Context: an optimization exercise on an open-source flow, tuned for small area, a short achievable clock period and few clock cycles. The choices shown serve that exercise and are no tape-out recipe. In this exercise RTL edits were held to simulation tests only and were not proved equivalent to the original. Power is estimated from default activity; no workload was simulated. No driver is modelled on the clock port, so clocking that relies on it looks cheaper here than on a real chip.

Design c2b_rx, start of the top module:
module c2b_rx (
    input  wire       clk,
    input  wire       rst,           
    input  wire       rx_valid,
    input  wire [8:0] rx_word,
    output wire       rx_ready,
    output wire       out_valid,
    output wire [7:0] out_data,
    output wire       out_sof,
    output wire       out_eof,
    output wire       err_crc,
    output wire       err_overrun
);
For scale: about 3100 cells after synthesis, about 2200 flip-flops, roughly 51000 µm² of cells after synthesis.
Settings: LEC_CHECK=0, CAP_MARGIN=20, CORE_MARGIN=2, CORE_UTILIZATION=40, PLACE_DENSITY=0.6, SETUP_SLACK_MARGIN=5, SLEW_MARGIN=20; clock period 9.0 ns.
run.sh (not shown) runs the stock make flow with config.mk's settings and CLKGATE_MAP_FILE= SYNTH_SCRIPT=/design/flow/synth_recipe.tcl, a recipe that flattens the netlist after the stock synthesis.
The starting point completed with no timing, DRC or antenna violations.
Testbench counts at the start, summed over its fixed seeds: cycles 66,990.
Change:
- SETUP_SLACK_MARGIN: 5 -> not set
Worst hold slack stays flat.
Die area is unchanged.
Wire length hardly moves.
Synthesized cell count is unchanged.
Via count drops by 0.49%.
Combinational power stays flat.
Power climbs by 1.2%.
Core utilization climbs by 0.17 points.
Global-route usage barely changes.
Non-clock buffer count stays the same.
Count of clock-buffer cells in the layout climbs by 8.

Another version of the RTL of c2b_rx (not shown whole).
Size in the first run: roughly 52000 um^2 of cells after synthesis.
export LEC_CHECK = 0
export CAP_MARGIN = 20
export CORE_MARGIN = 2
export CORE_UTILIZATION = 65
export CTS_CLUSTER_DIAMETER = 60
export CTS_CLUSTER_SIZE = 28
export PLACE_DENSITY = 0.75
export SLEW_MARGIN = 20
create_clock -name core_clock -period 9.0 [get_ports {clk}]
standard.sh (not shown) runs the stock make flow with config.mk's settings and CLKGATE_MAP_FILE= SYNTH_SCRIPT=/design/flow/synth_recipe.tcl, a recipe that flattens the netlist after the stock synthesis.
==> flow/flow/run.sh <==
#!/bin/bash
# Standard layout (the standard.sh: ORFS synthesis through finish), with
# the port buffers made of plain buffers instead of the delay cells that
# buffer_ports picks by default.
set -euo pipefail
export BUFFER_PORTS_ARGS="-buffer_cell sky130_fd_sc_hd__buf_4"
bash standard.sh > standard.log 2>&1
The baseline finished with timing, DRC and antenna clean.
Testbench counts at the start, summed over its fixed seeds: cycles 66,990.
Change:
==> flow/run.sh (new file) <==
#!/bin/bash
# synth_recipe.tcl (not shown) runs the flow's synth.tcl, then flattens the netlist and writes it again
# the make line also repeats each setting of config.mk as NAME=value (left out here)
make -C /OpenROAD-flow-scripts/flow DESIGN_CONFIG=/design/flow/config.mk WORK_HOME=/design/flow/orfs CLKGATE_MAP_FILE= SYNTH_SCRIPT=/design/flow/synth_recipe.tcl finish
CORE_UTILIZATION = 40   (was 65)
CTS_CLUSTER_DIAMETER = not set   (was 60)
CTS_CLUSTER_SIZE = not set   (was 28)
PLACE_DENSITY = 0.6   (was 0.75)
removed: flow/flow/run.sh
removed: flow/standard.sh
What happened:
- non-clock buffer count goes down by 3
- cell count goes up by 19%
- routed wire length goes down by 17%
- utilization goes down by 24 points
- global-route usage goes down by 11 points
- via count goes down by 0.41%

c2b_rx, a different RTL version from the one above (not shown whole).
Size in the first run: about 3100 cells after synthesis, ~2200 flip-flops, roughly 26 I/O pins, roughly 51000 um2 of cells after synthesis.
clock: 9.0 ns
lec_check: 0
cap_margin: 20
core_margin: 2
core_utilization: 65
cts_cluster_diameter: 60
cts_cluster_size: 28
place_density: 0.75
setup_slack_margin: 5
slew_margin: 20
run.sh (not shown) runs the stock make flow with config.mk's settings and CLKGATE_MAP_FILE= SYNTH_SCRIPT=/design/flow/synth_recipe.tcl, a recipe that flattens the netlist after the stock synthesis.
Stock flow here: none of the scripts above is used.
The baseline completed with no timing, DRC or antenna violations.
Testbench counts at the start, summed over its fixed seeds: cycles 65,954.
Next try:
==> flow/flow/run.sh (new file) <==
#!/bin/bash
# Standard layout (the standard.sh: ORFS synthesis through finish), with
# the port buffers made of plain buffers instead of the delay cells that
# buffer_ports picks by default, timing repair aimed 6.15 ns below the clock
# period, and clock tree synthesis without dummy loads, with smaller leaf buffers.
set -euo pipefail
export BUFFER_PORTS_ARGS="-buffer_cell sky130_fd_sc_hd__buf_4"
export SETUP_SLACK_MARGIN=6.15
export CTS_ARGS="-sink_clustering_enable -repair_clock_nets -sink_clustering_size 16 -sink_clustering_max_diameter 45 -sink_clustering_buffer sky130_fd_sc_hd__clkbuf_8 -dont_use_dummy_load"
bash standard.sh > standard.log 2>&1
==> flow/standard.sh (new file) <==
#!/bin/bash
# synth_recipe.tcl (not shown) runs the flow's synth.tcl, then flattens the netlist and writes it again
# the make line also repeats each setting of config.mk as NAME=value (left out here)
make -C /OpenROAD-flow-scripts/flow DESIGN_CONFIG=/design/flow/config.mk WORK_HOME=/design/flow/orfs CLKGATE_MAP_FILE= SYNTH_SCRIPT=/design/flow/synth_recipe.tcl "${@:-finish}"
Settings changed: SETUP_SLACK_MARGIN 5 to unset.
removed: flow/run.sh
=> Critical path depth goes down by 6; final area goes down slightly; worst setup slack improved by 720 ps; hold slack got worse by 13 ps; area after synthesis is unchanged; via count goes up slightly.
Next try:
==> flow/flow/run.sh (replaced) <==
#!/bin/bash
# Standard layout (the standard.sh: ORFS synthesis through finish), with
# the port buffers made of plain buffers instead of the delay cells that
# buffer_ports picks by default, timing repair aimed 6.15 ns below the clock
# period, and clock tree synthesis without dummy loads.
set -euo pipefail
export BUFFER_PORTS_ARGS="-buffer_cell sky130_fd_sc_hd__buf_4"
export SETUP_SLACK_MARGIN=6.15
export CTS_ARGS="-sink_clustering_enable -repair_clock_nets -sink_clustering_size 32 -sink_clustering_max_diameter 70 -dont_use_dummy_load"
bash standard.sh > standard.log 2>&1
Settings changed: CORE_UTILIZATION 65 to 70, CTS_CLUSTER_DIAMETER 60 to 70, CTS_CLUSTER_SIZE 28 to 32, PLACE_DENSITY 0.75 to 0.8.
- The new run finished with timing, DRC and antenna clean
- total power goes down slightly
- first-iteration DRC count climbs by well over a third
- count of clock-buffer cells in the layout is lower by 83
- global-route usage increases by 3.3 points
Next try:
--- a/flow/flow/run.sh
+++ b/flow/flow/run.sh
@@ -7,4 +7,4 @@
 export BUFFER_PORTS_ARGS="-buffer_cell sky130_fd_sc_hd__buf_4"
 export SETUP_SLACK_MARGIN=6.15
-export CTS_ARGS="-sink_clustering_enable -repair_clock_nets -sink_clustering_size 32 -sink_clustering_max_diameter 70 -dont_use_dummy_load"
+export CTS_ARGS="-sink_clustering_enable -repair_clock_nets -sink_clustering_size 28 -sink_clustering_max_diameter 60 -dont_use_dummy_load"
 bash standard.sh > standard.log 2>&1
Settings changed: CORE_UTILIZATION 70 to 65, CTS_CLUSTER_DIAMETER 70 to 60, CTS_CLUSTER_SIZE 32 to 28, PLACE_DENSITY 0.8 to 0.75.
Effect:
- final area grows slightly
- setup slack improves by 55 ps
- die area grows by a little under a tenth
- via count shrinks slightly
- wire length shrinks by a little under a tenth
Next try:
==> flow/flow/run.sh (replaced) <==
#!/bin/bash
# Standard layout (the standard.sh: ORFS synthesis through finish), with
# the port buffers made of plain buffers instead of the delay cells that
# buffer_ports picks by default, timing repair aimed 5 ns below the clock
# period, and clock tree synthesis without dummy loads.
set -euo pipefail
export BUFFER_PORTS_ARGS="-buffer_cell sky130_fd_sc_hd__buf_4"
export SETUP_SLACK_MARGIN=5
export CTS_ARGS="-sink_clustering_enable -repair_clock_nets -sink_clustering_size 28 -sink_clustering_max_diameter 60 -dont_use_dummy_load"
bash standard.sh > standard.log 2>&1
Result: Worst setup slack loses 260 ps. Power went up by 0.55%. Die area stays the same. Non-clock buffer count went down by 3. Flip-flop and latch count stays the same. Design area barely changes. Maximum frequency went down by about 8%. Clock skew went up by 12 ps.
Next try:
==> flow/flow/run.sh (replaced) <==
#!/bin/bash
# Standard layout (the standard.sh: ORFS synthesis through finish), with
# the port buffers made of plain buffers instead of the delay cells that
# buffer_ports picks by default, timing repair aimed 6.15 ns below the clock
# period, and clock tree synthesis without dummy loads.
set -euo pipefail
export BUFFER_PORTS_ARGS="-buffer_cell sky130_fd_sc_hd__buf_4"
export SETUP_SLACK_MARGIN=6.15
export CTS_ARGS="-sink_clustering_enable -repair_clock_nets -sink_clustering_size 28 -sink_clustering_max_diameter 60 -dont_use_dummy_load"
bash standard.sh > standard.log 2>&1
Settings changed: CORE_UTILIZATION 65 to 60, PLACE_DENSITY 0.75 to 0.7.
Result:
- routed wire length decreases by 4.6%
- cell area grows by 0.52%
- setup slack gains 250 ps
- global-route usage went down by 2.4 points
- critical path depth went down by 7
- maximum frequency goes up by 8.4%
- final cell count goes up by 2.2%
- first-iteration DRC count rises by 15%
- register-to-register slack improves by 510 ps

-- afterwards: timing with drivers on the ports --
How much do the figures lean on ideal ports? The routed layouts below were timed once more, with nothing changed but the port constraints. Step 1 (the two cells are an assumption about what drives the block):
set clk [get_ports {clk}]
set_driving_cell -lib_cell sky130_fd_sc_hd__clkbuf_16 $clk
set_driving_cell -lib_cell sky130_fd_sc_hd__buf_2 [delete_from_list [all_inputs] $clk]
Step 2 moves the port delays by t, midway between the first and last clock arrival at a register: inputs arrive t later, outputs are due t later. That takes back most of the time a late clock gives input paths. a / b / c = ideal ports / drivers / drivers and shift; a / b = the first two.
run | shift t [ns] | slack for setup (ns) | hold slack, ns
the first run of note 1 | 0.843 | 5.241 / 5.169 / 5.248 | 0.305 / 0.305 / 0.305
the second run of note 1 | 0.824 | 5.259 / 5.193 / 5.260 | 0.303 / 0.303 / 0.303
the first run of note 2 | 0.746 | 5.071 / 5.117 / 4.371 | 0.293 / 0.293 / 0.293
the second run of note 2 | 0.839 | 4.959 / 5.007 / 4.168 | 0.308 / 0.308 / 0.308
the first run of note 3 | 0.737 | 5.302 / 5.336 / 4.599 | 0.306 / 0.306 / 0.306
the second run of note 3 | 0.734 | 6.021 / 5.958 / 5.653 | 0.293 / 0.293 / 0.293
the third run of note 3 | 0.700 | 5.989 / 5.925 / 5.662 | 0.270 / 0.270 / 0.270
the fourth run of note 3 | 0.706 | 6.044 / 5.980 / 5.582 | 0.265 / 0.265 / 0.265
the fifth run of note 3 | 0.722 | 5.787 / 5.787 / 5.203 | 0.273 / 0.273 / 0.273
the sixth run of note 3 | 0.700 | 6.037 / 5.975 / 5.639 | 0.255 / 0.255 / 0.255
After both steps every run listed still meets setup and hold. The setup slack of the second run of note 2, which loses most, moves by +0.048 ns with the drivers and by -0.791 ns with both steps.
